From an optimization exercise on the open Yosys and OpenROAD flow, aimed at small area, a short achievable clock period and few clock cycles per item; shortcuts taken in it are not production practice. The RTL was checked by simulation tests, not by an equivalence proof against the original design.

## design/flow/config.mk

```make
export PLATFORM = sky130hd
export DESIGN_NAME = geab_fau
export DESIGN_NICKNAME = geab_fau
export VERILOG_FILES = /design/flow/design.v
export SDC_FILE = /design/flow/constraint.sdc
export NUM_CORES = 4
export LEC_CHECK = 0
export CAP_MARGIN = 20
export CORE_MARGIN = 2
export CORE_UTILIZATION = 50
export PLACE_DENSITY = 0.65
export SLEW_MARGIN = 20
```

## design/flow/constraint.sdc

```tcl
create_clock -name core_clock -period 16.0 [get_ports {clk}]
set_input_delay 3.2000 -clock core_clock [delete_from_list [all_inputs] [get_ports {clk}]]
set_output_delay 3.2000 -clock core_clock [all_outputs]
set_load 0.01 [all_outputs]
```

## design/flow/design.v

```verilog
module geab_fau #(
    parameter W = 128
) (
    input  wire         clk,
    input  wire         rst,         
    input  wire         start,       
    input  wire [3:0]   op,
    input  wire [W-1:0] a,
    input  wire [W-1:0] b,
    input  wire [W-1:0] m,
    output reg          ready,
    output reg          done,
    output wire [W-1:0] result,
    output reg          z,
    output reg          in_range,
    output reg          eq,
    output reg          bad_modulus
);
    localparam R   = 3;             
    localparam WS  = 133;           
    localparam PE  = 118;           
    localparam EW  = WS - PE;       
    localparam ND  = 43;            
    localparam WB  = R * ND;
    localparam TW  = 14;            
    localparam S_IDLE   = 4'd0;
    localparam S_FIRST  = 4'd1;
    localparam S_TEST   = 4'd2;
    localparam S_NORM   = 4'd3;
    localparam S_NEGFIX = 4'd4;
    localparam S_LOOP   = 4'd5;
    localparam S_FIN    = 4'd6;
    localparam S_LOADA  = 4'd7;
    localparam S_DENORM = 4'd8;
    localparam S_ZCHK   = 4'd9;
    reg st_idle, st_first, st_test, st_norm, st_negfix, st_loop, st_fin,
        st_loada, st_denorm, st_zchk;
    reg [3:0]    op_q;
    reg [W-1:0]  A;
    reg [WB-1:0] B;
    reg [W-1:0]  M;
    reg [WS-1:0] S;
    reg [WS-1:0] C;
    reg [5:0]    cnt;
    reg [5:0]    j;
    reg          main;          
    reg          y_c, y_b, y_m, inv;    
    assign result = S[W-1:0];
    wire is_cmpeq = op_q[3] & op_q[0];
    wire is_rchk  = op_q[3] & ~op_q[0];
    wire is_mmul  = ~op_q[3] & op_q[2];
    wire is_madd  = ~op_q[3] & ~op_q[2] & op_q[1] & ~op_q[0];
    wire is_msub  = ~op_q[3] & ~op_q[2] & op_q[1] & op_q[0];
    wire is_nz    = ~op_q[3] & ~op_q[2] & ~op_q[1] & op_q[0];
    wire m_zero  = ~|M;
    wire m_small = ~|M[W-1:W-R];    
    wire m_top   = M[W-1];
    wire mred_first = st_first & ~is_cmpeq & ~m_zero & ~is_rchk & ~is_mmul
                    & ~is_madd & ~is_msub & ~m_small;
    wire fast_mmul  = st_first & is_mmul & m_top;    
    wire [WS-1:0] y_raw = ({WS{y_c}} & C)
                        | ({WS{y_b}} & {{(WS-WB){1'b0}}, B})
                        | ({WS{y_m}} & {{(WS-W){1'b0}}, M});
    wire [WS-1:0] ya = y_raw ^ {WS{inv}};
    reg  [WS:0]   pg_g, pg_p;
    integer lv, ii;
    always @(*) begin
        pg_g = {S & ya, inv};
        pg_p = {S ^ ya, 1'b0};
        for (ii = WS; ii >= 1; ii = ii - 1)
            if (ii % 2 == 1) begin
                pg_g[ii] = pg_g[ii] | (pg_p[ii] & pg_g[ii - 1]);
                pg_p[ii] = pg_p[ii] & pg_p[ii - 1];
            end
        for (lv = 2; lv <= 128; lv = lv * 2)
            for (ii = WS; ii > lv; ii = ii - 1)
                if (ii % 2 == 1) begin
                    pg_g[ii] = pg_g[ii] | (pg_p[ii] & pg_g[ii - lv]);
                    pg_p[ii] = pg_p[ii] & pg_p[ii - lv];
                end
        for (ii = WS; ii >= 2; ii = ii - 1)
            if (ii % 2 == 0)
                pg_g[ii] = pg_g[ii] | (pg_p[ii] & pg_g[ii - 1]);
    end
    wire [WS-1:0] P     = (S ^ ya) ^ pg_g[WS-1:0];
    wire          P_neg = P[WS-1];
    wire          S_neg = S[WS-1];
    wire          zP    = &((S ^ ya) ~^ {(S[WS-2:0] | ya[WS-2:0]), inv});
    wire          zS    = ~|S;
    reg  [EW-1:0] N1, N3, N5, N7, N9, N11, N13, N15;
    wire [EW-1:0] t1 = {{(EW-11){1'b0}}, {1'b0, M[W-1:PE]} + 11'd1};
    always @(posedge clk) begin
        N1  <= ~t1;
        N3  <= ~(t1 * 4'd3);
        N5  <= ~(t1 * 4'd5);
        N7  <= ~(t1 * 4'd7);
        N9  <= ~(t1 * 4'd9);
        N11 <= ~(t1 * 4'd11);
        N13 <= ~(t1 * 4'd13);
        N15 <= ~(t1 * 4'd15);
    end
    wire [EW-1:0] N2  = {N1[EW-2:0], 1'b1};
    wire [EW-1:0] N4  = {N1[EW-3:0], 2'b11};
    wire [EW-1:0] N8  = {N1[EW-4:0], 3'b111};
    wire [EW-1:0] N6  = {N3[EW-2:0], 1'b1};
    wire [EW-1:0] N12 = {N3[EW-3:0], 2'b11};
    wire [EW-1:0] N10 = {N5[EW-2:0], 1'b1};
    wire [EW-1:0] N14 = {N7[EW-2:0], 1'b1};
    wire          v0z = st_first;           
    wire [EW-1:0] s_t = S[WS-1:PE] & {EW{~v0z}};
    wire [EW-1:0] c_t = C[WS-1:PE];
    function ge_f(input [EW-1:0] x, input [EW-1:0] y, input [EW-1:0] nt);
        reg [EW-1:0] u, v;
        reg [15:0]   g, p;      
        integer k, st;
        begin
            u  = x ^ y ^ nt;
            v  = {((x[EW-2:0] & y[EW-2:0]) | (x[EW-2:0] & nt[EW-2:0]) | (y[EW-2:0] & nt[EW-2:0])), 1'b1};
            g = 16'd0; p = 16'hffff;
            g[EW-2:0] = u[EW-2:0] & v[EW-2:0];
            p[EW-2:0] = u[EW-2:0] | v[EW-2:0];
            for (st = 1; st < 16; st = st * 2)
                for (k = 2 * st - 1; k < 16; k = k + 2 * st) begin
                    g[k] = g[k] | (p[k] & g[k - st]);
                    p[k] = p[k] & p[k - st];
                end
            ge_f = ~(u[EW-1] ^ v[EW-1] ^ g[15]);
        end
    endfunction
    wire [15:1]   ge;
    assign ge[1] = ge_f(s_t, c_t, N1);
    assign ge[2] = ge_f(s_t, c_t, N2);
    assign ge[3] = ge_f(s_t, c_t, N3);
    assign ge[4] = ge_f(s_t, c_t, N4);
    assign ge[5] = ge_f(s_t, c_t, N5);
    assign ge[6] = ge_f(s_t, c_t, N6);
    assign ge[7] = ge_f(s_t, c_t, N7);
    assign ge[8] = ge_f(s_t, c_t, N8);
    assign ge[9] = ge_f(s_t, c_t, N9);
    assign ge[10] = ge_f(s_t, c_t, N10);
    assign ge[11] = ge_f(s_t, c_t, N11);
    assign ge[12] = ge_f(s_t, c_t, N12);
    assign ge[13] = ge_f(s_t, c_t, N13);
    assign ge[14] = ge_f(s_t, c_t, N14);
    assign ge[15] = ge_f(s_t, c_t, N15);
    wire [EW-1:0] est = s_t + c_t;
    wire          est_neg = est[EW-1];
    wire [EW-2:0] eu = est[EW-2:0];
    wire [3:0] q;
    assign q[3] = ge[8];
    assign q[2] = (ge[4] & ~ge[8]) | ge[12];
    assign q[1] = (ge[2] & ~ge[4]) | (ge[6] & ~ge[8]) | (ge[10] & ~ge[12]) | ge[14];
    assign q[0] = (ge[1] & ~ge[2]) | (ge[3] & ~ge[4]) | (ge[5] & ~ge[6]) | (ge[7] & ~ge[8])
                | (ge[9] & ~ge[10]) | (ge[11] & ~ge[12]) | (ge[13] & ~ge[14]) | ge[15];
    wire [15:0] est2 = {2'b00, eu} + 16'd2;
    wire fin_cert = est_neg | (est2 <= {3'b000, M[W-1:PE-R]});
    wire s_lt_2m  = S[WS-1:PE] < {M[W-1:PE], 1'b0};
    wire          d_en = (st_loop & main) | fast_mmul;
    wire [R-1:0]  d    = B[WB-1:WB-R] & {R{d_en}};
    function [WS-1:0] csa_s(input [WS-1:0] x, input [WS-1:0] y, input [WS-1:0] k);
        csa_s = x ^ y ^ k;
    endfunction
    function [WS-1:0] csa_c(input [WS-1:0] x, input [WS-1:0] y, input [WS-1:0] k);
        csa_c = {((x & y) | (x & k) | (y & k)), 1'b0};
    endfunction
    wire [WS-1:0] x0 = {S[WS-1-R:0] & {(WS-R){~v0z}}, {R{1'b0}}};
    wire [WS-1:0] x1 = {C[WS-1-R:0], {R{1'b0}}};
    wire [WS-1:0] x2 = {{(WS-W){1'b0}}, A & {W{d[0]}}};
    wire [WS-1:0] x3 = {{(WS-W-1){1'b0}}, A & {W{d[1]}}, 1'b0};
    wire [WS-1:0] x4 = {{(WS-W-2){1'b0}}, A & {W{d[2]}}, 2'b0};
    wire [WS-1:0] e1s = csa_s(x0, x1, x2);
    wire [WS-1:0] e1c = csa_c(x0, x1, x2);
    wire [WS-1:0] e2s = csa_s(e1s, e1c, x3);
    wire [WS-1:0] e2c = csa_c(e1s, e1c, x3);
    wire [WS-1:0] es  = csa_s(e2s, e2c, x4);
    wire [WS-1:0] ec  = csa_c(e2s, e2c, x4);
    wire [WS-1:0] mx = {{(WS-W){1'b0}}, M};
    wire [WS-1:0] y0 = ~(mx << (R+0)) & {WS{q[0]}};
    wire [WS-1:0] y1 = ~(mx << (R+1)) & {WS{q[1]}};
    wire [WS-1:0] y2 = ~(mx << (R+2)) & {WS{q[2]}};
    wire [WS-1:0] y3 = ~(mx << (R+3)) & {WS{q[3]}};
    wire [WS-1:0] ecq = {ec[WS-1:1], q[3]};
    wire [WS-1:0] l1s = csa_s(es, ecq, y3);
    wire [WS-1:0] l1c = csa_c(es, ecq, y3);
    wire [WS-1:0] l1cq = {l1c[WS-1:1], q[2]};
    wire [WS-1:0] l2s = csa_s(l1s, l1cq, y2);
    wire [WS-1:0] l2c = csa_c(l1s, l1cq, y2);
    wire [WS-1:0] l2cq = {l2c[WS-1:1], q[1]};
    wire [WS-1:0] l3s = csa_s(l2s, l2cq, y1);
    wire [WS-1:0] l3c = csa_c(l2s, l2cq, y1);
    wire [WS-1:0] l3cq = {l3c[WS-1:1], q[0]};
    wire [WS-1:0] nS  = csa_s(l3s, l3cq, y0);
    wire [WS-1:0] nC  = csa_c(l3s, l3cq, y0);
    reg [W-1:0] cg, cp;
    integer ck, cs;
    always @(*) begin
        cg = S[W-1:0] & ~M;
        cp = S[W-1:0] | ~M;
        for (cs = 1; cs < W; cs = cs * 2)
            for (ck = 2 * cs - 1; ck < W; ck = ck + 2 * cs) begin
                cg[ck] = cg[ck] | (cp[ck] & cg[ck - cs]);
                cp[ck] = cp[ck] & cp[ck - cs];
            end
    end
    wire ge_sm = cg[W-1] | cp[W-1] | (|S[WS-2:W]);
    wire t_final = S_neg ? ~P_neg : (~ge_sm | s_lt_2m);
    wire t_fromP = S_neg | ge_sm;
    reg [3:0] nstate;
    always @(*) begin
        nstate = S_IDLE;
        if (st_idle) begin
            nstate = start ? S_FIRST : S_IDLE;
        end
        if (st_first) begin
            if (is_cmpeq | m_zero | is_rchk)
                nstate = S_IDLE;
            else if (is_mmul)
                nstate = m_top ? S_LOOP : S_NORM;
            else if (is_madd | is_msub)
                nstate = m_small ? S_NORM : S_TEST;
            else if (m_small)
                nstate = S_NORM;
            else if (t_final)
                nstate = is_nz ? S_ZCHK : S_IDLE;
            else
                nstate = S_TEST;
        end
        if (st_test) begin
            if (t_final) begin
                if (is_mmul & ~main) nstate = S_LOADA;
                else if (j != 6'd0) nstate = S_DENORM;
                else nstate = is_nz ? S_ZCHK : S_IDLE;
            end else
                nstate = S_TEST;
        end
        if (st_norm)
            nstate = m_small ? S_NORM : S_NEGFIX;
        if (st_negfix)
            nstate = S_neg ? S_NEGFIX : S_LOOP;
        if (st_loop)
            nstate = (cnt == (main ? ND : j)) ? S_FIN : S_LOOP;
        if (st_fin) begin
            if (fin_cert) begin
                if (is_mmul & ~main) nstate = S_LOADA;
                else if (j != 6'd0) nstate = S_DENORM;
                else nstate = S_IDLE;
            end else
                nstate = S_TEST;
        end
        if (st_loada)
            nstate = S_LOOP;
        if (st_denorm)
            nstate = (j == 6'd1) ? S_ZCHK : S_DENORM;
        if (st_zchk)
            nstate = S_IDLE;
    end
    wire n_cmpeq = op[3] & op[0];
    wire n_madd  = ~op[3] & ~op[2] & op[1] & ~op[0];
    wire n_msub  = ~op[3] & ~op[2] & op[1] & op[0];
    wire s_neg_n = (st_test | st_first) ? (t_fromP ? P_neg : S_neg) : P_neg;
    always @(posedge clk) begin
        if (rst) begin
            st_idle <= 1'b1; st_first <= 1'b0; st_test <= 1'b0; st_norm <= 1'b0;
            st_negfix <= 1'b0; st_loop <= 1'b0; st_fin <= 1'b0; st_loada <= 1'b0;
            st_denorm <= 1'b0; st_zchk <= 1'b0;
            ready <= 1'b1;
            done  <= 1'b0;
        end else begin
            st_idle   <= nstate == S_IDLE;
            st_first  <= nstate == S_FIRST;
            st_test   <= nstate == S_TEST;
            st_norm   <= nstate == S_NORM;
            st_negfix <= nstate == S_NEGFIX;
            st_loop   <= nstate == S_LOOP;
            st_fin    <= nstate == S_FIN;
            st_loada  <= nstate == S_LOADA;
            st_denorm <= nstate == S_DENORM;
            st_zchk   <= nstate == S_ZCHK;
            ready <= nstate == S_IDLE;
            done  <= ~st_idle & (nstate == S_IDLE);
        end
        y_c <= nstate == S_FIN;
        y_b <= st_idle & (n_cmpeq | n_madd | n_msub);
        y_m <= (st_idle & ~(n_cmpeq | n_madd | n_msub))
             | (nstate == S_TEST) | (nstate == S_NEGFIX);
        inv <= (st_idle & ~n_madd) | ((nstate == S_TEST) & ~s_neg_n);
    end
    wire use_zP = st_fin | ((st_first | st_test) & t_fromP);
    always @(posedge clk) begin
        if (st_first) begin
            bad_modulus <= ~is_cmpeq & m_zero;
            eq          <= zP;
            in_range    <= P_neg & ~zS;
        end
        if (st_zchk)
            z <= zS & ~is_nz;
        else
            z <= use_zP ? zP : zS;
    end
    wire ld_P  = (st_first & (is_madd | is_msub)) | ((mred_first | st_test) & t_fromP)
               | (st_negfix & S_neg);
    wire ld_P3 = st_fin | st_denorm;
    reg [WS-1:0] s_other;
    always @(*) begin
        s_other = S;
        if (st_idle)  s_other = {{(WS-W){1'b0}}, a};
        if (fast_mmul) s_other = nS;
        if (st_loada) s_other = {WS{1'b0}};
        if (st_zchk & is_nz & zS) s_other = {{(WS-1){1'b0}}, 1'b1};
        if (ld_P3)    s_other = {{R{1'b0}}, P[WS-1:R]};
    end
    always @(posedge clk) begin
        S <= st_loop ? nS : (ld_P ? P : s_other);
        C <= (st_loop | fast_mmul) ? nC : {WS{1'b0}};
        if (st_idle) begin
            op_q <= op;
            A    <= a;
            B    <= {{(WB-W){1'b0}}, b};
            M    <= m;
            j    <= 6'd0;
            main <= 1'b0;
        end else begin
            if (fast_mmul & ge_sm) A <= P[W-1:0];
            if (st_loada) A <= S[W-1:0];
            if ((st_loop & main) | fast_mmul) B <= {B[WB-R-1:0], {R{1'b0}}};
            if (st_norm & m_small) begin
                M <= {M[W-R-1:0], {R{1'b0}}};
                j <= j + 6'd1;
            end
            if (st_denorm) j <= j - 6'd1;
            if (fast_mmul | st_loada) main <= 1'b1;
        end
        cnt <= st_loop ? cnt + 6'd1 : {5'd0, fast_mmul};
    end
endmodule
```

## design/flow/flow/run.sh

```bash
#!/bin/bash
# The standard layout (standard.sh: synthesis to final layout), with the
# timing repair asked to leave 11 ns of setup slack at the design's clock,
# so that it works the register-to-register paths down to about 5 ns.
set -euo pipefail
export SETUP_SLACK_MARGIN=11
bash standard.sh > standard.log 2>&1
```

## design/flow/standard.sh

```bash
#!/bin/bash
# synth_recipe.tcl (not shown) runs the flow's synth.tcl, then flattens the netlist and writes it again
# the make line also repeats each setting of config.mk as NAME=value (left out here)
make -C /OpenROAD-flow-scripts/flow DESIGN_CONFIG=/design/flow/config.mk WORK_HOME=/design/flow/orfs CLKGATE_MAP_FILE= SYNTH_SCRIPT=/design/flow/synth_recipe.tcl "${@:-finish}"
```

==> results.yml, run 1 <==
clock_tree:
  cts_sinks: 781
  cts_root_buf: "clkbuf_16"
  clk_pin_slew_worst_paths_ps: 70
  htreeDepth: 3
  numCtsBuffers: 100
  cts_hold_buf: 0
  cts_tree: "built"
  clockBufferDepth: 3
  insertion_delay_ps: 800
synth:
  ys_seq_area_share_pct: 24.0
  synthMuxAreaShare_pct: 5.26
  synth.distinct_cells: 85
  yosysWarnings: 1
  async_flop_share_pct: 0
  synth_compound_gate_area_share_pct: 11.7
  syn_nets: 10800
  ys_ff_latch: 781
  synthSimpleGateAreaFrac_pct: 13.5
  synth_cells: 8834
  synth_top_family_by_area: "adder cells"
  synth_fa_ha_area_share_pct: 33.7
  synth_xor_area_share_pct: 4.76
  synth.avg_cell_area_um2: 9.86
  syn_area_um2: 87100
  synth_edf_count: 524
  ys.flop_type: "edfxtp_1"
setup_path:
  path_class: "flop to flop"
  rr_startpoint: "y_c$_DFF_P_"
  reg2reg_depth: 27
  rrSetupSlack_ps: 9250
  worstSetupStartpointType: "flop"
  worst_ep_required_time_ps: 16710
  crit_fanout: 8
  end_kind: "flop"
  r2r-end: "st_first$_SDFF_PP0_"
  arrival_ps: 7470
floorplan:
  fp.coreArea_um2: 173000
  fp-row-count: 153
  die_area_um2: 178000
  num_io_pins: 525
  start_util_pct: 50.2
  die_h_um: 421
  die_w_um: 421
route:
  vias_per_cell: 6.57
  first_pass_iters: 15
  wirelength_um: 421000
  wire_per_inst_um: 34.5
  drcViolationCount: 0
  drtAntennaViolNets: 0
  num_vias: 80300
  drt_iter0_drc: 12000
sta:
  max_slew_margin_pct: 2.26
  fin_setup_tns_ps: 0
  min_period_ps: 6750
  finalHoldViolCount: 0
  post-route-period-util_pct: 42.2
  setup_viol: 0
  drv_slew: 0
  skew_ps: 39.2
  tightest_slew_ps: 1460
  rsz0062_at_grt: "true"
  max_freq_ghz: 0.148
grt:
  first_global_vias: 79900
  antenna_found_initial: 52
  grt_pass1_wl_um: 583000
  grt_overflow: 0
  grt_usage_pct: 45.9
  grt_max_degree: 175
run:
  drv_cap: 0
finish:
  drive_above_1_share_pct: 25.3
  syn2layout_area_growth_pct: 29.9
  final_cell_mix: "inv_1, fa_1, nand2_1"
  layout_commonest_cell: "inv_1"
  nNetsFinal: 11800
placed_design:
  place.gp.congestion: 1.03
  numPortBuffers: 524
  dp_hpwl_um: 272000
hold_path:
  worstHoldPathCells: 1
  min-delay-start: "cnt[0]$_DFF_P_"
  hp-class: "flop to flop"
  hold-path-endpoint: "cnt[0]$_DFF_P_"
outcome:
  status: "timing/DRC/antenna clean"
==> cells by family after synthesis <==
logic type | count (synthesis)
adders and majority gates | 1646
DFF | 781
xor gates and xnor gates | 473
muxes | 431
buffers and inverters | 1477
AOI/OAI and AO/OA | 1556
and+or+nand+nor | 2470
==> sequential cells by signal, indices dropped and copies added, names as in the netlist, 10 cells and up <==
name / count
A: 128
B: 129
C: 132
M: 128
N11: 13
N13: 14
N15: 15
N3: 10
N5: 11
N7: 11
N9: 13
S: 133
==> cell usage after synthesis (all sizes together), types with 88 or more instances <==
cell    count  area (um2)
a21oi     389        1950
nor4       91         569
a21o       91         683
edfxtp    524       15700
and3      138         863
dfxtp     257        5140
nand4      94         588
fa       1183       23700
xnor2     243        2140
mux2      216        2430
o21ai     415        2080
xor2      230        2010
mux2i     215        2150
nand2     845        3170
nor2      600        2250
a222oi    137        1370
inv       879        3300
or3        88         551
clkbuf    369        1390
buf       224        1470
nand2b    325        2030
ha        417        5220
==> final cells by class <==
| type | instances | area [um2] |
|---|---|---|
| multi-input combinational | 6586 | 66600 |
| fill | 13600 | 60300 |
| sequential | 781 | 20900 |
| timing repair buffer | 1423 | 15800 |
| inverter | 884 | 3380 |
| tap | 2325 | 2910 |
| clock buffer | 130 | 2740 |
| clock inverter | 59 | 783 |
| antenna | 30 | 75.1 |
==> metrics by stage <==
stage / worst slack [ps] / hold slack (ps) / cells / util (%) / cell area (um2)
after detailed placement: 7020 / 519 / 11200 / 54.7 / 94900
final: 9250 / 529 / 12200 / 65.2 / 113000
after global placement: 6680 / 501 / 11200 / 54.7 / 94900
after global routing: 9120 / 555 / 12200 / 65.2 / 113000
after CTS: 9570 / 532 / 12000 / 62.9 / 109000
after floorplan: 7650 / 467 / 8834 / - / 88900
==> worst max-delay path, cell delays in order, from the launching register on <==
cell	delay, ps
dfxtp_4	360
buf_12	130
buf_16	160
buf_16	170
a222oi_1	750
xnor2_1	260
inv_1	130
ha_4	290
nand4_1	150
or3_4	420
or4_4	560
nor3_4	180
a21oi_4	110
o221ai_4	270
a31oi_4	150
o21ai_2	200
inv_2	60
o22a_1	200
fa_2	440
xnor2_4	210
nand2_1	120
o21a_1	160
a21boi_4	270
nor3_2	90
o31ai_2	290
nand3b_1	210
buf_6	190
nor2_4	120
==> what timing repair did <==
item | in CTS | in global routing
pin swaps | 501 | 470
cloned | 65 | 14
setup endpoints to repair | 823 | 620
buffers inserted | 539 | 172
resized for setup | 1231 | 536
==> how the worst max path moves through the flow <==
stage                                    from                   to  slack, ps
after detailed placement  st_first$_SDFF_PP0_      S[72]$_DFFE_PP_       7020
after floorplan               S[71]$_DFFE_PP_       S[0]$_DFFE_PP_       7650
after global placement    st_first$_SDFF_PP0_     S[104]$_DFFE_PP_       6680
after global routing              y_c$_DFF_P_  st_first$_SDFF_PP0_       9120
after CTS                 st_first$_SDFF_PP0_      S[72]$_DFFE_PP_       9570
final                             y_c$_DFF_P_  st_first$_SDFF_PP0_       9250
==> layer usage <==
| layer | up-vias | wire length [um] | track usage [%] | share of wire [%] |
|---|---|---|---|---|
| met2 | 6631 | 171000 | 64.6 | 41 |
| met4 | 38 | 46400 | 38.8 | 11 |
| met1 | 39600 | 141000 | 55.3 | 33 |
| met5 | - | 288 | 0.806 | 0.068 |
| li1 | 32000 | - | - | - |
| met3 | 2053 | 62100 | 17.4 | 15 |
Testbench counts, summed over its fixed seeds: cycles 29,410, items 1,280.
==> run 2: changes to the inputs <==
--- a/design/flow/design.v
+++ b/design/flow/design.v
@@ -45,5 +45,6 @@
     reg [5:0]    j;
     reg          main;          
-    reg          y_c, y_b, y_m, inv;    
+    reg          inv;           
+    reg          v0z;           
     assign result = S[W-1:0];
     wire is_cmpeq = op_q[3] & op_q[0];
@@ -59,8 +60,5 @@
                     & ~is_madd & ~is_msub & ~m_small;
     wire fast_mmul  = st_first & is_mmul & m_top;    
-    wire [WS-1:0] y_raw = ({WS{y_c}} & C)
-                        | ({WS{y_b}} & {{(WS-WB){1'b0}}, B})
-                        | ({WS{y_m}} & {{(WS-W){1'b0}}, M});
-    wire [WS-1:0] ya = y_raw ^ {WS{inv}};
+    wire [WS-1:0] ya = C ^ {WS{inv}};
     reg  [WS:0]   pg_g, pg_p;
     integer lv, ii;
@@ -107,6 +105,5 @@
     wire [EW-1:0] N10 = {N5[EW-2:0], 1'b1};
     wire [EW-1:0] N14 = {N7[EW-2:0], 1'b1};
-    wire          v0z = st_first;           
-    wire [EW-1:0] s_t = S[WS-1:PE] & {EW{~v0z}};
+    wire [EW-1:0] s_t = S[WS-1:PE];
     wire [EW-1:0] c_t = C[WS-1:PE];
     function ge_f(input [EW-1:0] x, input [EW-1:0] y, input [EW-1:0] nt);
@@ -148,9 +145,9 @@
     wire [EW-2:0] eu = est[EW-2:0];
     wire [3:0] q;
-    assign q[3] = ge[8];
-    assign q[2] = (ge[4] & ~ge[8]) | ge[12];
-    assign q[1] = (ge[2] & ~ge[4]) | (ge[6] & ~ge[8]) | (ge[10] & ~ge[12]) | ge[14];
-    assign q[0] = (ge[1] & ~ge[2]) | (ge[3] & ~ge[4]) | (ge[5] & ~ge[6]) | (ge[7] & ~ge[8])
-                | (ge[9] & ~ge[10]) | (ge[11] & ~ge[12]) | (ge[13] & ~ge[14]) | ge[15];
+    assign q[3] = ~v0z & ge[8];
+    assign q[2] = ~v0z & ((ge[4] & ~ge[8]) | ge[12]);
+    assign q[1] = ~v0z & ((ge[2] & ~ge[4]) | (ge[6] & ~ge[8]) | (ge[10] & ~ge[12]) | ge[14]);
+    assign q[0] = ~v0z & ((ge[1] & ~ge[2]) | (ge[3] & ~ge[4]) | (ge[5] & ~ge[6]) | (ge[7] & ~ge[8])
+                | (ge[9] & ~ge[10]) | (ge[11] & ~ge[12]) | (ge[13] & ~ge[14]) | ge[15]);
     wire [15:0] est2 = {2'b00, eu} + 16'd2;
     wire fin_cert = est_neg | (est2 <= {3'b000, M[W-1:PE-R]});
@@ -165,5 +162,5 @@
     endfunction
     wire [WS-1:0] x0 = {S[WS-1-R:0] & {(WS-R){~v0z}}, {R{1'b0}}};
-    wire [WS-1:0] x1 = {C[WS-1-R:0], {R{1'b0}}};
+    wire [WS-1:0] x1 = {C[WS-1-R:0] & {(WS-R){~v0z}}, {R{1'b0}}};
     wire [WS-1:0] x2 = {{(WS-W){1'b0}}, A & {W{d[0]}}};
     wire [WS-1:0] x3 = {{(WS-W-1){1'b0}}, A & {W{d[1]}}, 1'b0};
@@ -180,16 +177,16 @@
     wire [WS-1:0] y2 = ~(mx << (R+2)) & {WS{q[2]}};
     wire [WS-1:0] y3 = ~(mx << (R+3)) & {WS{q[3]}};
-    wire [WS-1:0] ecq = {ec[WS-1:1], q[3]};
-    wire [WS-1:0] l1s = csa_s(es, ecq, y3);
-    wire [WS-1:0] l1c = csa_c(es, ecq, y3);
-    wire [WS-1:0] l1cq = {l1c[WS-1:1], q[2]};
-    wire [WS-1:0] l2s = csa_s(l1s, l1cq, y2);
-    wire [WS-1:0] l2c = csa_c(l1s, l1cq, y2);
-    wire [WS-1:0] l2cq = {l2c[WS-1:1], q[1]};
-    wire [WS-1:0] l3s = csa_s(l2s, l2cq, y1);
-    wire [WS-1:0] l3c = csa_c(l2s, l2cq, y1);
-    wire [WS-1:0] l3cq = {l3c[WS-1:1], q[0]};
-    wire [WS-1:0] nS  = csa_s(l3s, l3cq, y0);
-    wire [WS-1:0] nC  = csa_c(l3s, l3cq, y0);
+    wire [WS-1:0] ecq = {ec[WS-1:1], q[0]};
+    wire [WS-1:0] las = csa_s(es, ecq, y3);
+    wire [WS-1:0] lac = csa_c(es, ecq, y3);
+    wire [WS-1:0] lbs = csa_s(y2, y1, y0);
+    wire [WS-1:0] lbc = csa_c(y2, y1, y0);
+    wire [WS-1:0] lacq = {lac[WS-1:1], q[1]};
+    wire [WS-1:0] lbcq = {lbc[WS-1:1], q[2]};
+    wire [WS-1:0] lcs = csa_s(las, lacq, lbs);
+    wire [WS-1:0] lcc = csa_c(las, lacq, lbs);
+    wire [WS-1:0] lccq = {lcc[WS-1:1], q[3]};
+    wire [WS-1:0] nS  = csa_s(lcs, lccq, lbcq);
+    wire [WS-1:0] nC  = csa_c(lcs, lccq, lbcq);
     reg [W-1:0] cg, cp;
     integer ck, cs;
@@ -204,5 +201,5 @@
     end
     wire ge_sm = cg[W-1] | cp[W-1] | (|S[WS-2:W]);
-    wire t_final = S_neg ? ~P_neg : (~ge_sm | s_lt_2m);
+    wire t_final = ~S_neg & (~ge_sm | s_lt_2m);
     wire t_fromP = S_neg | ge_sm;
     reg [3:0] nstate;
@@ -280,9 +277,6 @@
             done  <= ~st_idle & (nstate == S_IDLE);
         end
-        y_c <= nstate == S_FIN;
-        y_b <= st_idle & (n_cmpeq | n_madd | n_msub);
-        y_m <= (st_idle & ~(n_cmpeq | n_madd | n_msub))
-             | (nstate == S_TEST) | (nstate == S_NEGFIX);
         inv <= (st_idle & ~n_madd) | ((nstate == S_TEST) & ~s_neg_n);
+        v0z <= st_idle & start & ~op[3] & op[2] & m[W-1];
     end
     wire use_zP = st_fin | ((st_first | st_test) & t_fromP);
@@ -291,5 +285,5 @@
             bad_modulus <= ~is_cmpeq & m_zero;
             eq          <= zP;
-            in_range    <= P_neg & ~zS;
+            in_range    <= ~ge_sm & ~zS;
         end
         if (st_zchk)
@@ -301,16 +295,25 @@
                | (st_negfix & S_neg);
     wire ld_P3 = st_fin | st_denorm;
-    reg [WS-1:0] s_other;
-    always @(*) begin
-        s_other = S;
-        if (st_idle)  s_other = {{(WS-W){1'b0}}, a};
-        if (fast_mmul) s_other = nS;
-        if (st_loada) s_other = {WS{1'b0}};
-        if (st_zchk & is_nz & zS) s_other = {{(WS-1){1'b0}}, 1'b1};
-        if (ld_P3)    s_other = {{R{1'b0}}, P[WS-1:R]};
-    end
+    wire ld_N  = st_loop | fast_mmul;
+    wire ld_A  = st_idle;
+    wire ld_1  = st_zchk & is_nz & zS;
+    wire hold  = ~(ld_P | ld_P3 | ld_N | ld_A | ld_1 | st_loada);
+    wire [WS-1:0] P3 = {{R{1'b0}}, P[WS-1:R]};
+    wire to_denorm = (st_test & ~S_neg & (~ge_sm | s_lt_2m) | st_fin & fin_cert)
+                   & (j != 6'd0) & ~(is_mmul & ~main);
+    wire [W-1:0] m_next = (st_norm & m_small) ? {M[W-R-1:0], {R{1'b0}}} : M;
+    wire c_m = st_first | (st_test & ~to_denorm) | st_norm | (st_negfix & S_neg)
+             | (st_fin & ~to_denorm);
+    wire c_use_b = n_cmpeq | n_madd | n_msub;
     always @(posedge clk) begin
-        S <= st_loop ? nS : (ld_P ? P : s_other);
-        C <= (st_loop | fast_mmul) ? nC : {WS{1'b0}};
+        S <= ({WS{ld_N}} & nS) | ({WS{ld_P}} & P) | ({WS{ld_P3}} & P3)
+           | ({WS{ld_A}} & {{(WS-W){1'b0}}, a}) | ({WS{hold}} & S)
+           | {{(WS-1){1'b0}}, ld_1};
+        if (ld_N)
+            C <= nC;
+        else if (st_idle)
+            C <= {{(WS-W){1'b0}}, c_use_b ? b : m};
+        else
+            C <= {{(WS-W){1'b0}}, m_next & {W{c_m}}};
         if (st_idle) begin
             op_q <= op;
==> design/flow/flow/run.sh (replaced) <==
#!/bin/bash
# The standard layout (standard.sh: synthesis to final layout), with the
# timing repair asked to leave 10 ns of setup slack at the design's clock,
# so that it works the register-to-register paths down to about 6 ns.
set -euo pipefail
export SETUP_SLACK_MARGIN=10
bash standard.sh > standard.log 2>&1
--- a/design/flow/config.mk
+++ b/design/flow/config.mk
@@ -6,7 +6,7 @@
 export NUM_CORES = 4
 export LEC_CHECK = 0
-export CAP_MARGIN = 20
+export CAP_MARGIN = 30
 export CORE_MARGIN = 2
 export CORE_UTILIZATION = 50
 export PLACE_DENSITY = 0.65
-export SLEW_MARGIN = 20
+export SLEW_MARGIN = 30
==> results.yml, run 2 <==
synth:
  yosysWarnings: 1
  ys.flop_type: "dfxtp_1"
  ys_seq_area_share_pct: 21.2
  yosys-top-cells-count: "fa_1, inv_1, nand2_1"
  syn_nets: 11100
  syn_area_um2: 86100
  synth_top_cell_area_share_pct: 27.5
  synth_edf_count: 263
  async_flop_share_pct: 0
  synth.distinct_cells: 99
  synth.avg_cell_area_um2: 9.46
  ys_ff_latch: 780
  yosysMostFrequentCell: "fa_1"
  yosysTopAreaCell: "fa_1"
  synth_cells: 9094
  synthTopCellsByArea: "fa_1, dfxtp_1, edfxtp_1"
grt:
  grt_max_degree: 127
  grt_overflow: 0
  antenna_found_initial: 25
  grt_usage_pct: 43.4
  grt_pass1_wl_um: 548000
  first_global_vias: 76700
route:
  drtAntennaViolNets: 0
  drcViolationCount: 0
  wirelength_um: 383000
  wire_per_inst_um: 32.3
  first_pass_iters: 6
  vias_per_cell: 6.38
  drt_iter0_drc: 9498
  num_vias: 75800
sta:
  min_period_ps: 6590
  max_freq_ghz: 0.152
  max_slew_margin_pct: 19.1
  rsz0062_at_grt: "true"
  drv_slew: 0
  finalHoldViolCount: 0
  setup_ws_ps: 9410
  fin_setup_tns_ps: 0
  tightest_slew_ps: 1210
  skew_ps: 57.6
  setup_viol: 0
  holdWs_ps: 504
  post-route-period-util_pct: 41.2
placed_design:
  place_area_um2: 92500
  detailedPlace.worstSlack_ps: 7700
  numPortBuffers: 524
  place.gp.congestion: 1.01
  dp_cells: 11400
  dp_hpwl_um: 269000
floorplan:
  die_h_um: 419
  fp-row-count: 152
  die_area_um2: 175000
  start_util_pct: 50.2
  num_io_pins: 525
  fp.coreArea_um2: 171000
  die_w_um: 419
run:
  drv_cap: 0
outcome:
  status: "timing/DRC/antenna clean"
setup_path:
  end_kind: "flop"
  cp_num_cells: 28
  slowest_delay_ps: 550
  reg2reg_depth: 28
  path_buf_inv: 10
  rr_startpoint: "C[119]$_DFF_P_"
  cpLargestDelayFamily: "adder cells"
  rrSetupSlack_ps: 9410
  crit_fanout: 6
  worst_ep_required_time_ps: 16650
  arrival_ps: 7240
  r2r-end: "S[27]$_DFF_P_"
  worstSetupStartpointType: "flop"
  path_class: "flop to flop"
  critPathSlowestCell: "fa_2"
finish:
  drive_above_1_share_pct: 14.5
  multiInputGateArea_um2: 64100
  final-instance-count-excl-fill: 11900
  final_cell_mix: "inv_1, fa_1, nand2_1"
  layout_commonest_cell: "inv_1"
  seq_area_um2: 18300
  reg_top3: "C x133, S x133, B x129"
  syn2layout_area_growth_pct: 19.4
  fillers: 14800
  nNetsFinal: 11500
  stdcell_area_um2: 103000
  final_core_util_pct: 59.9
hold_path:
  min-delay-start: "cnt[0]$_DFF_P_"
  worstHoldPathCells: 1
  hold-path-endpoint: "cnt[0]$_DFF_P_"
  hp-class: "flop to flop"
clock_tree:
  cts_root_buf: "clkbuf_16"
  cts_tree: "built"
  htreeDepth: 3
  clockBufferDepth: 3
  insertion_delay_ps: 800
  clk_pin_slew_worst_paths_ps: 60
  cts_sinks: 780
  numCtsBuffers: 98
==> run 2: cell count changes after synthesis, sizes merged, moves of 105 or more <==
cell	before	now
o22a	2	126
a222oi	137	14
nand2b	325	84
edfxtp	524	263
dfxtp	257	517
mux2i	215	320
xnor2	243	131
inv	879	1013
a211o	10	132
==> run 2: repair_timing <==
| item | 4_1_cts | 5_1_grt |
|---|---|---|
| gates resized for setup | 647 | 248 |
| setup buffers | 155 | 50 |
| cloned | 40 | 4 |
| pin swaps | 475 | 230 |
| hold buffers | 0 | 0 |
| setup endpoints to repair | 454 | 308 |
==> run 2: cell families (layout without fill, tap and decap cells) <==
| logic type | count (synthesis) | in the layout | share of synthesized area, % |
|---|---|---|---|
| XOR/XNOR | 463 | 463 | 4.73 |
| flip-flops | 780 | 780 | 21.2 |
| AO/OA/AOI/OAI | 1654 | 1654 | 13.0 |
| buffers and inverters | 1628 | 2077 | 7.72 |
| AND/OR/NAND/NOR | 2467 | 2474 | 13.7 |
| other | 0 | 19 | 0 |
| adder cells (fa/ha/maj) | 1655 | 1655 | 34.2 |
| multiplexers | 447 | 447 | 5.39 |
==> run 2: worst max path at each step <==
| stage | startpoint | end | slack (ps) |
|---|---|---|---|
| 6_report | C[119]$_DFF_P_ | S[27]$_DFF_P_ | 9410 |
| 5_1_grt | C[119]$_DFF_P_ | S[119]$_DFF_P_ | 9290 |
| 4_1_cts | S[119]$_DFF_P_ | S[126]$_DFF_P_ | 9560 |
| 3_5_place_dp | S[120]$_DFF_P_ | S[15]$_DFF_P_ | 7700 |
| 3_3_place_gp | S[126]$_DFF_P_ | S[47]$_DFF_P_ | 7800 |
| 2_1_floorplan | S[126]$_DFF_P_ | S[20]$_DFF_P_ | 9900 |
==> run 2: layout make-up <==
class,count,share of cell area (%)
multi-input combinational,6693,62.4
sequential,780,17.9
timing repair buffer,868,9.41
inverter,1020,3.81
tap,2310,2.81
clock buffer,130,2.73
clock inverter,56,0.850
antenna,19,0.0463
timing repair inverter,3,0.0402
==> run 2: layer usage <==
layer  GRT usage (%)  vias to the layer above  wire length (um)
li1                -                    31300                 -
met1            54.3                    37800            140000
met2            63.3                     5232            161000
met3            13.3                     1420             46900
met4            31.6                       22             34600
met5               0                        -               139
Testbench counts of run 2, summed over its fixed seeds: cycles 29,483, items 1,280.
==> run 3: changes to the inputs <==
--- a/design/flow/design.v
+++ b/design/flow/design.v
@@ -108,19 +108,10 @@
     wire [EW-1:0] c_t = C[WS-1:PE];
     function ge_f(input [EW-1:0] x, input [EW-1:0] y, input [EW-1:0] nt);
-        reg [EW-1:0] u, v;
-        reg [15:0]   g, p;      
-        integer k, st;
+        reg [EW-1:0] u, v, dd;
         begin
             u  = x ^ y ^ nt;
             v  = {((x[EW-2:0] & y[EW-2:0]) | (x[EW-2:0] & nt[EW-2:0]) | (y[EW-2:0] & nt[EW-2:0])), 1'b1};
-            g = 16'd0; p = 16'hffff;
-            g[EW-2:0] = u[EW-2:0] & v[EW-2:0];
-            p[EW-2:0] = u[EW-2:0] | v[EW-2:0];
-            for (st = 1; st < 16; st = st * 2)
-                for (k = 2 * st - 1; k < 16; k = k + 2 * st) begin
-                    g[k] = g[k] | (p[k] & g[k - st]);
-                    p[k] = p[k] & p[k - st];
-                end
-            ge_f = ~(u[EW-1] ^ v[EW-1] ^ g[15]);
+            dd = u + v;
+            ge_f = ~dd[EW-1];
         end
     endfunction
==> design/flow/flow/run.sh (replaced) <==
#!/bin/bash
# The standard layout (standard.sh: synthesis to final layout), with
#  - every input and output port buffered, as standard, but with a plain
#    buffer (buf_1) instead of a delay buffer.
set -euo pipefail
export SETUP_SLACK_MARGIN=10.5
export BUFFER_PORTS_ARGS="-buffer_cell sky130_fd_sc_hd__buf_1"
bash standard.sh > standard.log 2>&1
--- a/design/flow/config.mk
+++ b/design/flow/config.mk
@@ -9,4 +9,5 @@
 export CORE_MARGIN = 2
 export CORE_UTILIZATION = 50
+export CTS_BUF_LIST = sky130_fd_sc_hd__clkbuf_8
 export PLACE_DENSITY = 0.65
 export SLEW_MARGIN = 30
==> results.yml, run 3 <==
synth:
  ys.flop_type: "dfxtp_1"
  yosysTopAreaCell: "fa_1"
  synthTopCellsByArea: "fa_1, dfxtp_1, edfxtp_1"
  async_flop_share_pct: 0
  synth.distinct_cells: 98
  synthSimpleGateAreaFrac_pct: 13.3
  synth_edf_count: 263
  synth_cells: 9140
  syn_area_um2: 88000
  synthMuxAreaShare_pct: 5.23
  yosys-top-cells-count: "fa_1, inv_1, nand2_1"
  synth_fa_ha_area_share_pct: 35.5
  synth_compound_gate_area_share_pct: 13.0
  ys_ff_latch: 780
  synth_xor_area_share_pct: 4.67
  synth.avg_cell_area_um2: 9.63
  synth_top_family_by_area: "adder cells"
  synth_top_cell_area_share_pct: 27.0
  yosysWarnings: 1
  syn_nets: 11300
  ys_seq_area_share_pct: 20.7
  yosysMostFrequentCell: "fa_1"
placed_design:
  place_area_um2: 91000
  dp_hpwl_um: 275000
  numPortBuffers: 524
  place.gp.congestion: 1.00
clock_tree:
  insertion_delay_ps: 1080
  clk_pin_slew_worst_paths_ps: 60
  clockBufferDepth: 3
  cts_root_buf: "clkbuf_8"
  cts_tree: "built"
  htreeDepth: 4
  cts_hold_buf: 0
  numCtsBuffers: 161
  cts_sinks: 780
setup_path:
  crit_path_end: "S[73]$_DFF_P_"
  crit_top_cell: "buf_12"
  rrSetupSlack_ps: 9910
  worst_ep_required_time_ps: 16880
  crit_chain: "buf_4 -> fa_1 -> ha_1 -> o21a_1 -> o21a_1 -> o211ai_1 -> a211o_2 -> a21o_1 -> a311oi_2 -> o2bb2ai_2 -> a41oi_4 -> buf_12 -> buf_12 -> buf_12 -> buf_16 -> buf_12 -> nand2_4 -> fa_1 -> fa_2 -> fa_2 -> o221ai_1 -> a311o_1"
  critPathLaunch: "C[129]$_SDFF_PP0_"
  slowest_delay_ps: 520
  path_class: "flop to flop"
  end_kind: "flop"
  arrival_ps: 6960
  cpLargestDelayFamily: "compound AO/OA/AOI/OAI gates"
  path_buf_inv: 6
  r2r-end: "S[73]$_DFF_P_"
  worstSetupStartpointType: "flop"
  critPathSlowestCell: "fa_2"
  reg2reg_depth: 22
  rr_startpoint: "C[129]$_SDFF_PP0_"
  crit_fanout: 6
  cp_num_cells: 22
floorplan:
  fp-row-count: 153
  num_io_pins: 525
  die_area_um2: 179000
  start_util_pct: 50.4
  die_h_um: 423
  die_w_um: 423
  fp.coreArea_um2: 174000
route:
  wire_per_inst_um: 32.2
  drt_iter0_drc: 8729
  num_vias: 77100
  vias_per_cell: 6.32
  drtAntennaViolNets: 0
  drcViolationCount: 0
  wirelength_um: 392000
  first_pass_iters: 12
finish:
  layout_commonest_cell: "inv_1"
  drive_above_1_share_pct: 17.1
  stdcell_area_um2: 103000
  seq_area_um2: 18400
  fillers: 15000
  final_cell_mix: "inv_1, fa_1, nand2_1"
  nNetsFinal: 11900
  syn2layout_area_growth_pct: 17.6
  multiInputGateArea_um2: 66500
  final_core_util_pct: 59.3
  reg_top3: "C x133, S x133, B x129"
grt:
  grt_usage_pct: 42.6
  antenna_found_initial: 30
  grt_overflow: 0
  grt_pass1_wl_um: 552000
  first_global_vias: 78000
  grt_max_degree: 190
hold_path:
  hp-class: "flop to flop"
  worstHoldPathCells: 1
sta:
  min_period_ps: 6090
  tightest_slew_ps: 1200
  rsz0062_at_grt: "true"
  fin_setup_tns_ps: 0
  finalHoldViolCount: 0
  holdWs_ps: 538
  setup_viol: 0
  max_slew_margin_pct: 19.7
  drv_slew: 0
  max_freq_ghz: 0.164
  post-route-period-util_pct: 38.0
  skew_ps: 116
outcome:
  status: "timing/DRC/antenna clean"
run:
  drv_cap: 0
run 3: cell types whose count changed after synthesis, sizes merged, moves of 44 or more:
cell and delta:
a311o +126, or2 -72, or3 -64, a211o -124, nand2 -53, nand2b +107
maj3 -44, ha +175, inv -52
run 3: worst reg2reg max path: stages, from the launching register on:
cell       delay, ps
dfxtp_4          400
buf_4            160
fa_1             470
ha_1             300
o21a_1           180
o21a_1           190
o211ai_1         410
a211o_2          290
a21o_1           220
a311oi_2         130
o2bb2ai_2        170
a41oi_4          250
buf_12           200
buf_12           180
buf_12           130
buf_16           140
buf_12           130
nand2_4           50
fa_1             510
fa_2             450
fa_2             530
o221ai_1         120
a311o_1          310
run 3: logic make-up (layout without fill, tap and decap cells):
| kind of cell | Yosys count | in the layout |
|---|---|---|
| simple gates | 2439 | 2444 |
| flops | 780 | 780 |
| xor+xnor | 467 | 468 |
| fa+ha+maj | 1788 | 1788 |
| compound gates | 1635 | 1635 |
| buf+inv | 1588 | 2285 |
| mux | 443 | 443 |
| other cells | 0 | 19 |
run 3: final cells by class:
class	instances	share of cell area, %
timing repair buffer	1014	8.15
multi-input combinational	6778	64.3
tap	2325	2.81
clock buffer	193	2.57
sequential	780	17.8
clock inverter	111	0.838
antenna	19	0.0459
inverter	967	3.57
run 3: timing repair:
item                       4_1_cts  5_1_grt
setup buffers                  219      106
gates cloned                    54       14
resized for setup              500      492
setup endpoints to repair      490      371
pin swaps                      254      288
run 3: how the worst min path moves through the flow:
stage	slack (ps)	end	startpoint
final	540	cnt[0]$_DFF_P_	cnt[0]$_DFF_P_
after global routing	550	B[77]$_DFFE_PP_	B[74]$_DFFE_PP_
after CTS	550	B[120]$_DFFE_PP_	B[117]$_DFFE_PP_
after detailed placement	530	B[50]$_DFFE_PP_	B[47]$_DFFE_PP_
after global placement	510	cnt[0]$_DFF_P_	cnt[0]$_DFF_P_
after floorplan	350	N15[0]$_DFF_P_	M[118]$_DFF_P_
run 3: metrics by stage:
step                      instances  setup WS, ps
after CTS                     12000         10070
after detailed placement      11500          7780
after global routing          12200          9840
after global placement        11500          7670
final                         12200          9910
after floorplan                9140         10510
run 3: metal layers:
layer	share of wire (%)	GRT usage, %	up-vias	wire length, um
met4	9.5	32.2	26	37200
li1	-	-	32000	-
met2	43	63.6	5090	169000
met5	0.064	0	-	251
met3	12	12.4	1525	45600
met1	36	52.0	38400	140000
Testbench counts of run 3, summed over its fixed seeds: cycles 29,483, items 1,280.
==> run 4: changes to the inputs <==
--- a/design/flow/config.mk
+++ b/design/flow/config.mk
@@ -9,5 +9,4 @@
 export CORE_MARGIN = 2
 export CORE_UTILIZATION = 50
-export CTS_BUF_LIST = sky130_fd_sc_hd__clkbuf_8
 export PLACE_DENSITY = 0.65
 export SLEW_MARGIN = 30
==> results.yml, run 4 <==
finish:
  reg_top3: "C x133, S x133, B x129"
  layout_commonest_cell: "fa_1"
  drive_above_1_share_pct: 16.4
  multiInputGateArea_um2: 66500
  stdcell_area_um2: 103000
  seq_area_um2: 18400
  fillers: 15000
  final_core_util_pct: 59.3
  final_cell_mix: "fa_1, inv_1, nand2_1"
  syn2layout_area_growth_pct: 17.6
  nNetsFinal: 11800
setup_path:
  crit_chain: "buf_12 -> fa_1 -> ha_1 -> o21a_1 -> o21a_1 -> o211ai_1 -> a211o_1 -> nand3_2 -> a311oi_2 -> o2bb2ai_2 -> a41oi_4 -> buf_12 -> buf_16 -> buf_12 -> buf_12 -> buf_16 -> buf_12 -> nand2_4 -> fa_1 -> fa_2 -> fa_2 -> o221ai_1 -> a311o_1"
  end_kind: "flop"
  worstSetupStartpointType: "flop"
  arrival_ps: 6960
  worst_ep_required_time_ps: 16710
  crit_path_end: "S[62]$_DFF_P_"
  path_class: "flop to flop"
  slowest_delay_ps: 530
  crit_fanout: 7
  crit_top_cell: "buf_12"
  critPathLaunch: "C[128]$_SDFF_PP0_"
  reg2reg_depth: 23
  critPathSlowestCell: "fa_2"
  rrSetupSlack_ps: 9750
  rr_startpoint: "C[128]$_SDFF_PP0_"
  r2r-end: "S[62]$_DFF_P_"
floorplan:
  num_io_pins: 525
  start_util_pct: 50.4
  fp-row-count: 153
  fp.coreArea_um2: 174000
  die_area_um2: 179000
  die_w_um: 423
  die_h_um: 423
sta:
  max_freq_ghz: 0.160
  setup_viol: 0
  fin_setup_tns_ps: 0
  min_period_ps: 6250
  post-route-period-util_pct: 39.0
  rsz0062_at_grt: "true"
  tightest_slew_ps: 1170
  max_slew_margin_pct: 21.9
  finalHoldViolCount: 0
  drv_slew: 0
  skew_ps: 64.6
route:
  num_vias: 77100
  vias_per_cell: 6.39
  drt-met1-wl_um: 139000
  drcViolationCount: 0
  drtAntennaViolNets: 0
  routed.top_layer: "met5"
  wirelength_um: 393000
  first_pass_iters: 6
  routed-wl-met2_um: 168000
  met3_length_um: 47300
  drt_iter0_drc: 9044
  wire_per_inst_um: 32.6
synth:
  synth.distinct_cells: 98
  ys_ff_latch: 780
  synth_cells: 9140
  yosysTopAreaCell: "fa_1"
  yosysWarnings: 1
  synth_top_cell_area_share_pct: 27.0
  yosys-top-cells-count: "fa_1, inv_1, nand2_1"
  ys.flop_type: "dfxtp_1"
  async_flop_share_pct: 0
  syn_nets: 11300
  synth_edf_count: 263
  synth.avg_cell_area_um2: 9.63
  synthTopCellsByArea: "fa_1, dfxtp_1, edfxtp_1"
  ys_seq_area_share_pct: 20.7
  syn_area_um2: 88000
  yosysMostFrequentCell: "fa_1"
outcome:
  status: "timing/DRC/antenna clean"
clock_tree:
  cts_tree: "built"
  numCtsBuffers: 99
  cts_sinks: 780
  insertion_delay_ps: 840
  htreeDepth: 3
  clk_pin_slew_worst_paths_ps: 70
  cts_root_buf: "clkbuf_16"
  clockBufferDepth: 3
placed_design:
  place_area_um2: 91000
  dp_hpwl_um: 275000
  numPortBuffers: 524
  place.gp.congestion: 1.00
grt:
  grt_overflow: 0
  grt_max_degree: 190
  first_global_vias: 77900
  grt_usage_pct: 42.8
  antenna_found_initial: 35
  grt_pass1_wl_um: 556000
run:
  drv_cap: 0
hold_path:
  hp-class: "flop to flop"
## run 4: cell types whose count changed in the layout (fill, tap and decap cells not counted), sizes merged
cell / delta
clkinv: +4
bufbuf: +1
buf: +1
inv: -48
clkinvlp: -5
bufinv: -4
diode: -7
clkbuf: -66
## run 4: cells by family (layout without fill, tap and decap cells)
kind of cell / after synthesis / count (layout) / synth area share (%)
multiplexers: 443 / 443 / 5.23
flip-flops: 780 / 780 / 20.7
adder cells (fa/ha/maj): 1788 / 1788 / 35.5
AND/OR/NAND/NOR: 2439 / 2444 / 13.3
other: 0 / 12 / 0
AO/OA/AOI/OAI: 1635 / 1635 / 13.0
XOR/XNOR: 467 / 468 / 4.67
buffers and inverters: 1588 / 2168 / 7.53
## run 4: worst max-delay path, delay by kind of cell, from the launching register on
kind                     cells  cell delay, ps
AO/OA/AOI/OAI                9            2320
adder cells (fa/ha/maj)      5            2140
buffers and inverters        7            1050
flip-flops                   1             360
AND/OR/NAND/NOR              2             230
## run 4: layer usage
| layer | track usage, % | vias to the layer above |
|---|---|---|
| met1 | 52.3 | 38300 |
| met5 | 0 | - |
| met2 | 63.7 | 5347 |
| li1 | - | 31800 |
| met3 | 12.4 | 1564 |
| met4 | 33.2 | 30 |
## run 4: worst min path at each step
stage | startpoint | to | slack (ps) | depth (start not counted)
2_1_floorplan | M[118]$_DFF_P_ | N15[0]$_DFF_P_ | 350 | 0
3_3_place_gp | cnt[0]$_DFF_P_ | cnt[0]$_DFF_P_ | 510 | 1
3_5_place_dp | B[47]$_DFFE_PP_ | B[50]$_DFFE_PP_ | 530 | 1
4_1_cts | B[117]$_DFFE_PP_ | B[120]$_DFFE_PP_ | 550 | 1
5_1_grt | B[31]$_DFFE_PP_ | B[34]$_DFFE_PP_ | 560 | 1
6_report | cnt[0]$_DFF_P_ | cnt[0]$_DFF_P_ | 530 | 1
## run 4: repair_timing
action / in CTS / in global routing
pin swaps: 418 / 191
hold buffers: 0 / 0
resized for setup: 638 / 336
buffers inserted: 230 / 96
setup endpoints to repair: 490 / 410
gates cloned: 55 / 11
## run 4: layout make-up
cell class	count	share of cell area (%)
clock inverter	58	0.561
antenna	12	0.0290
inverter	967	3.58
clock buffer	129	2.69
tap	2325	2.81
timing repair buffer	1014	8.29
multi-input combinational	6778	64.3
sequential	780	17.8
## run 4: stage by stage
stage | setup slack, ps | cells | hold slack (ps)
2_1_floorplan | 10510 | 9140 | 354
3_3_place_gp | 7670 | 11500 | 507
3_5_place_dp | 7780 | 11500 | 533
4_1_cts | 9990 | 11900 | 547
5_1_grt | 9780 | 12100 | 558
6_report | 9750 | 12100 | 535
==> run 5: changes to the inputs <==
--- a/design/flow/flow/run.sh
+++ b/design/flow/flow/run.sh
@@ -4,5 +4,5 @@
 #    buffer (buf_1) instead of a delay buffer.
 set -euo pipefail
-export SETUP_SLACK_MARGIN=10.5
+export SETUP_SLACK_MARGIN=11
 export BUFFER_PORTS_ARGS="-buffer_cell sky130_fd_sc_hd__buf_1"
 bash standard.sh > standard.log 2>&1
--- a/design/flow/config.mk
+++ b/design/flow/config.mk
@@ -9,4 +9,5 @@
 export CORE_MARGIN = 2
 export CORE_UTILIZATION = 50
+export CTS_BUF_LIST = sky130_fd_sc_hd__clkbuf_8
 export PLACE_DENSITY = 0.65
 export SLEW_MARGIN = 30
==> results.yml, run 5 <==
synth:
  synth.avg_cell_area_um2: 9.63
  ys_ff_latch: 780
  yosysWarnings: 1
  ys.flop_type: "dfxtp_1"
  synth_cells: 9140
  ys_seq_area_share_pct: 20.7
  synth_edf_count: 263
  syn_area_um2: 88000
  yosysTopAreaCell: "fa_1"
  yosys-top-cells-count: "fa_1, inv_1, nand2_1"
  synthTopCellsByArea: "fa_1, dfxtp_1, edfxtp_1"
  async_flop_share_pct: 0
  yosysMostFrequentCell: "fa_1"
  synth.distinct_cells: 98
  syn_nets: 11300
  synth_top_cell_area_share_pct: 27.0
grt:
  grt_max_degree: 151
  gr-usage-met2_pct: 62.7
  first_global_vias: 78600
  met3_usage_pct: 13.1
  antenna_found_initial: 42
  grt_overflow: 0
  grtUsageMet1_pct: 52.7
  top_usage_layer: "met2"
  grt_usage_pct: 42.7
  grt_pass1_wl_um: 555000
outcome:
  status: "timing/DRC/antenna clean"
clock_tree:
  cts_root_buf: "clkbuf_8"
  clk_pin_slew_worst_paths_ps: 70
  clockBufferDepth: 3
  cts_sinks: 780
  cts_hold_buf: 0
  insertion_delay_ps: 1050
  numCtsBuffers: 157
  htreeDepth: 4
  cts_tree: "built"
finish:
  final_cell_mix: "fa_1, inv_1, nand2_1"
  layout_commonest_cell: "fa_1"
  nNetsFinal: 11900
  fillers: 15000
  drive_above_1_share_pct: 18.7
  reg_top3: "C x133, S x133, B x129"
  seq_area_um2: 18500
  multiInputGateArea_um2: 67500
  syn2layout_area_growth_pct: 18.3
floorplan:
  fp-row-count: 153
  die_h_um: 423
  fp.coreArea_um2: 174000
  start_util_pct: 50.4
  die_w_um: 423
  num_io_pins: 525
  die_area_um2: 179000
route:
  drtAntennaViolNets: 0
  wire_per_inst_um: 32.2
  first_pass_iters: 8
  num_vias: 77700
  wirelength_um: 392000
  drcViolationCount: 0
  drt_iter0_drc: 9419
  vias_per_cell: 6.37
sta:
  min_period_ps: 6090
  setup_viol: 0
  finalHoldViolCount: 0
  skew_ps: 85.8
  max_slew_margin_pct: 21.5
  post-route-period-util_pct: 38.0
  max_freq_ghz: 0.164
  tightest_slew_ps: 1180
  drv_slew: 0
  holdWs_ps: 464
  fin_setup_tns_ps: 0
  rsz0062_at_grt: "true"
run:
  drv_cap: 0
setup_path:
  worst_ep_required_time_ps: 16900
  arrival_ps: 6990
  cpLargestDelayFamily: "compound AO/OA/AOI/OAI gates"
  crit_chain: "fa_1 -> ha_1 -> o21a_1 -> o21a_1 -> o211ai_1 -> a211o_2 -> a21o_1 -> a311oi_2 -> o2bb2ai_2 -> a41oi_4 -> buf_12 -> buf_6 -> buf_16 -> buf_12 -> nand2b_4 -> fa_1 -> fa_2 -> fa_2 -> o221ai_1 -> a311o_1"
  slowest_delay_ps: 650
  worstSetupStartpointType: "flop"
  end_kind: "flop"
  crit_fanout: 9
  critPathSlowestCell: "o211ai_1"
  path_class: "flop to flop"
  path_buf_inv: 4
hold_path:
  hp-class: "flop to flop"
placed_design:
  dp_hpwl_um: 272000
  numPortBuffers: 524
  place.gp.congestion: 1.02
run 5: changes by cell type in the layout (fill, tap and decap cells not counted), sizes merged, moves of 5 or more:
cell / delta
clkbuf: +63
clkinv: -7
bufinv: -5
diode: +21
inv: +50
clkinvlp: +7
run 5: path summary, 6_finish.rpt:
check               startpoint             end  slack [ps]  cells after the start
max          C[128]$_SDFF_PP0_   S[37]$_DFF_P_        9910                     20
min             M[118]$_DFF_P_  N15[0]$_DFF_P_         460                      0
max reg2reg  C[128]$_SDFF_PP0_   S[37]$_DFF_P_        9910                     20
min reg2reg     M[118]$_DFF_P_  N15[0]$_DFF_P_         460                      0
run 5: kinds of logic after synthesis:
group	share of synthesized area, %
simple gates	13.3
xor+xnor	4.67
mux	5.23
flops	20.7
fa+ha+maj	35.5
compound gates	13.0
buf+inv	7.53
run 5: layout make-up:
type,count,area share (%)
inverter,967,3.56
timing repair buffer,1013,7.84
antenna,33,0.0793
clock inverter,103,0.535
tap,2325,2.79
sequential,780,17.8
multi-input combinational,6777,64.9
clock buffer,192,2.54
run 5: worst reg2reg max path, cell delays in order, from the launching register on:
cell and delay, ps:
dfxtp_4 400, fa_1 440, ha_1 300, o21a_1 170, o21a_1 210, o211ai_1 650, a211o_2 340, a21o_1 200
a311oi_2 120, o2bb2ai_2 170, a41oi_4 250, buf_12 240, buf_6 170, buf_16 200, buf_12 150, nand2b_4 50
fa_1 510, fa_2 460, fa_2 540, o221ai_1 120, a311o_1 300
run 5: per-layer routing:
layer  share of wire (%)  vias up
met2                  42     5460
met5               0.051        -
met1                  36    38600
met4                 9.6       28
met3                  12     1579
li1                    -    32000
run 5: stage by stage:
step / area, um2 / instances / util, % / worst slack (ps)
floorplan: 88700 / 9140 / - / 10690
global placement: 91100 / 11400 / 52.2 / 7650
detailed placement: 91200 / 11400 / 52.3 / 7630
CTS: 101000 / 12000 / 57.9 / 10110
global route: 104000 / 12200 / 59.7 / 9890
finish: 104000 / 12200 / 59.7 / 9910
run 5: repair_timing:
item                                    4_1_cts  5_1_grt
endpoints found under the hold margin         0        0
gates cloned                                 45       12
endpoints found under the setup margin      631      465
buffers inserted                            251      106
resized for setup                           768      399
pin swaps                                   307      140

==> what the ideal ports hide <==
In the flow no input, the clock included, has a driving cell. The finished layouts below were timed again as built, in two steps.
Step 1 (the two cells are an assumption about what drives the block):
set clk [get_ports {clk}]
set_driving_cell -lib_cell sky130_fd_sc_hd__clkbuf_16 $clk
set_driving_cell -lib_cell sky130_fd_sc_hd__buf_2 [delete_from_list [all_inputs] $clk]
Step 2 also shifts input and output timing later by t, the mid clock arrival at the registers, as if the neighbouring blocks saw the same clock.
Slacks: ideal / step 1 / step 2; pairs: ideal / step 1.
run	t, ns	setup slack, ns	worst setup path at the end	latest minus earliest clock arrival (ns)	worst slew at a driven data input, ns
run 1	0.877	9.247 / 9.247 / 9.247	register to register	0.039 / 0.039	0.25
run 2	0.867	9.410 / 9.410 / 9.209	input to register	0.058 / 0.059	0.08
run 3	1.119	9.915 / 9.915 / 9.861	input to register	0.116 / 0.116	0.16
run 4	0.901	9.752 / 9.752 / 9.752	register to register	0.065 / 0.065	0.14
run 5	1.097	9.912 / 9.912 / 9.780	input to register	0.086 / 0.085	0.16
After both steps every run listed still meets setup and hold. The setup slack of run 2, which loses most, moves by 0.000 ns with the drivers and by -0.201 ns with both steps.
